This design comes from an exercise in tuning for small area on the open sky130 flow, not from production work. Only simulation tests tie the RTL to the original design; equivalence was not proved.

Setup of TR:
==> flow/design.v (excerpt) <==
module ft300_core (
    input  wire         clk,
    input  wire         rst,
    input  wire [63:0]  time_now,
    input  wire         cmd_valid,
    output wire         cmd_ready,
    input  wire [7:0]   cmd_word,
    input  wire         rx_valid,
    input  wire         rx_timeout,
    output wire         rx_ready,
    input  wire [7:0]   rx_data,
    output reg          rsp_valid,
    output reg  [2:0]   rsp_op,
    output reg  [3:0]   rsp_status,
    output wire [107:0] rsp_sample,
    output wire [63:0]  rsp_freq
);
    localparam [2:0] S_IDLE = 3'd0, S_DISC = 3'd1, S_CAPT = 3'd2,
                     S_READY = 3'd3, S_READING = 3'd4, S_STOP = 3'd5;
    localparam [2:0] D_IDLE = 3'd0, D_EPASS = 3'd1, D_WAITS = 3'd2, D_E = 3'd3,
                     D_LOAD = 3'd4, D_STEP = 3'd5, D_ROUND = 3'd6, D_DONE = 3'd7;
    integer k;
    reg  [2:0] ph8;
    reg  [2:0] p5;
    wire ph8_0 = (ph8 == 3'd0);
    wire ph8_7 = (ph8 == 3'd7);
    wire p5_0  = (p5 == 3'd0);
    wire p5_4  = (p5 == 3'd4);
    always @(posedge clk) begin
        if (rst) begin
            ph8 <= 3'd0;
            p5  <= 3'd0;
        end else begin
            ph8 <= ph8 + 3'd1;
  ...
export LEC_CHECK = 0
export CAP_MARGIN = 20
export CORE_MARGIN = 2
export CORE_UTILIZATION = 65
export PLACE_DENSITY = 0.75
export SLEW_MARGIN = 20
create_clock -name core_clock -period 20.0 [get_ports {clk}]
standard.sh (not shown) runs the stock make flow with config.mk's settings and CLKGATE_MAP_FILE= SYNTH_SCRIPT=/design/flow/synth_recipe.tcl, a recipe that flattens the netlist after the stock synthesis.
==> flow/flow/run.sh <==
#!/bin/bash
# Standard ORFS flow with two layout choices changed: the port buffers use the
# smallest buffer cell, and clock tree synthesis adds no dummy loads.
set -euo pipefail
export BUFFER_PORTS_ARGS="-buffer_cell sky130_fd_sc_hd__buf_1"
export CTS_ARGS="-sink_clustering_enable -repair_clock_nets -dont_use_dummy_load -buf_list sky130_fd_sc_hd__clkbuf_8 -sink_clustering_size 18 -sink_clustering_max_diameter 45"
bash standard.sh > flow.log 2>&1
The flow did not stop early for TR: all stages ran, and the layout cleared the timing, design-rule and antenna checks.
Setup changes, TR to MS
diff --git a/flow/config.mk b/flow/config.mk
--- a/flow/config.mk
+++ b/flow/config.mk
@@ -6,4 +6,5 @@
 export NUM_CORES = 4
 export LEC_CHECK = 0
+export ABC_AREA = 1
 export CAP_MARGIN = 20
 export CORE_MARGIN = 2
Results
Post-route clock period utilization, MS and TR: smaller value in MS. MS vs TR: flip-flop and latch share of the layout cell area down in MS. Largest net degree at the start of global routing sits lower in MS than in TR. Looking at endpoint of the worst setup timing path, the cmd_ready result is from MS; the rx_ready one comes from TR.


cedar:
ft300_core, a different RTL version from the one above (not shown whole).
Size in the first run: roughly 1600 cells after synthesis, roughly 0.016 mm2 of cells after synthesis.
Settings: LEC_CHECK=0, CAP_MARGIN=20, CORE_MARGIN=2, CORE_UTILIZATION=75, PLACE_DENSITY=0.85, SLEW_MARGIN=20; clock period 20.0 ns.
==> flow/flow/run.sh <==
#!/bin/bash
# The standard ORFS flow with a few layout choices changed:
#  - after the standard synthesis, the logic between the flip-flops is
#    re-mapped by ABC for area (flow/resyn.ys, flow/abc.script); the
#    flip-flops themselves are kept as the standard synthesis made them;
#  - the port buffers use the smallest buffer cell;
#  - clock tree synthesis uses clkbuf_4 with small clusters and no dummy loads.
# Each tool's output goes to a log file of its own in this folder.
set -euo pipefail
export BUFFER_PORTS_ARGS="-buffer_cell sky130_fd_sc_hd__buf_1"
export CTS_ARGS="-sink_clustering_enable -repair_clock_nets -dont_use_dummy_load -buf_list sky130_fd_sc_hd__clkbuf_4 -sink_clustering_size 11 -sink_clustering_max_diameter 30"
R=orfs/results/$FLOW_PLATFORM/ft300_core/base
LIB=$FLOW_HOME/platforms/$FLOW_PLATFORM/lib/sky130_fd_sc_hd__tt_025C_1v80.lib
YOSYS=$FLOW_HOME/../tools/install/yosys/bin/yosys
bash standard.sh synth > synth.log 2>&1
cp $R/1_2_yosys.v $R/1_2_yosys_standard.v
sed -e "s#@LIB@#$LIB#g" -e "s#@IN@#$R/1_2_yosys_standard.v#" -e "s#@OUT@#$R/1_2_yosys.v#" \
    -e "s#@TOP@#$FLOW_TOP#" -e "s#@ABC@#$PWD/flow/abc.script#" flow/resyn.ys > resyn_run.ys
$YOSYS -s resyn_run.ys > resyn.log 2>&1
rm -f $R/1_synth.odb $R/1_synth.sdc
bash standard.sh > flow.log 2>&1
Other scripts of this flow, unchanged in this note and not shown: flow/flow/abc.script, flow/flow/resyn.ys
cedar: no failed stages, no open violations at the end
[inputs] zinc vs cedar
-- flow/flow/run.sh --
<<< cedar, line 11
export CTS_ARGS="-sink_clustering_enable -repair_clock_nets -dont_use_dummy_load -buf_list sky130_fd_sc_hd__clkbuf_4 -sink_clustering_size 11 -sink_clustering_max_diameter 30"
>>> zinc, line 11
export CTS_ARGS="-sink_clustering_enable -repair_clock_nets -dont_use_dummy_load -buf_list sky130_fd_sc_hd__clkbuf_4 -sink_clustering_size 10 -sink_clustering_max_diameter 30"
Notes after the runs:
- End point of the critical path: rsp_freq[20] -> zinc, rsp_freq[23] -> cedar
- Diff cedar -> zinc: sequential share of layout area did not really move, post-route worst setup slack went down, total wire length after detailed routing went up.
- [compare] base=cedar new=zinc: met3 routed wirelength now sits higher; core utilization level; layout overhead on the synthesized area closely matched the old numbers.

[afterwards: timing with drivers on the ports]
Ports are ideal in the flow. The routed layouts listed here were re-timed in OpenROAD. Step 1 assumes that a clkbuf_16 drives the clock port and a buf_2 every other input. Step 2 moves the port delays by t, midway between the first and last clock arrival at a register: inputs arrive t later, outputs are due t later. That takes back most of the time a late clock gives input paths. Three values: ideal ports, drivers, drivers and shift; two values: the first two.
| run | t (ns) | setup slack, ns | clock arrival spread, ns | worst slew at a driven data input, ns |
|---|---|---|---|---|
| TR | 0.587 | 12.913 / 12.869 / 13.456 | 0.079 / 0.079 | 0.06 |
| MS | 0.592 | 13.223 / 13.177 / 13.768 | 0.075 / 0.075 | 0.04 |
| cedar | 0.710 | 13.601 / 13.553 / 13.133 | 0.117 / 0.117 | 0.07 |
| zinc | 0.726 | 13.580 / 13.534 / 13.156 | 0.109 / 0.110 | 0.06 |
After both steps setup and hold are still met in every run listed. The setup slack of cedar, which loses most, moves by -0.048 ns with the drivers and by -0.468 ns with both steps.
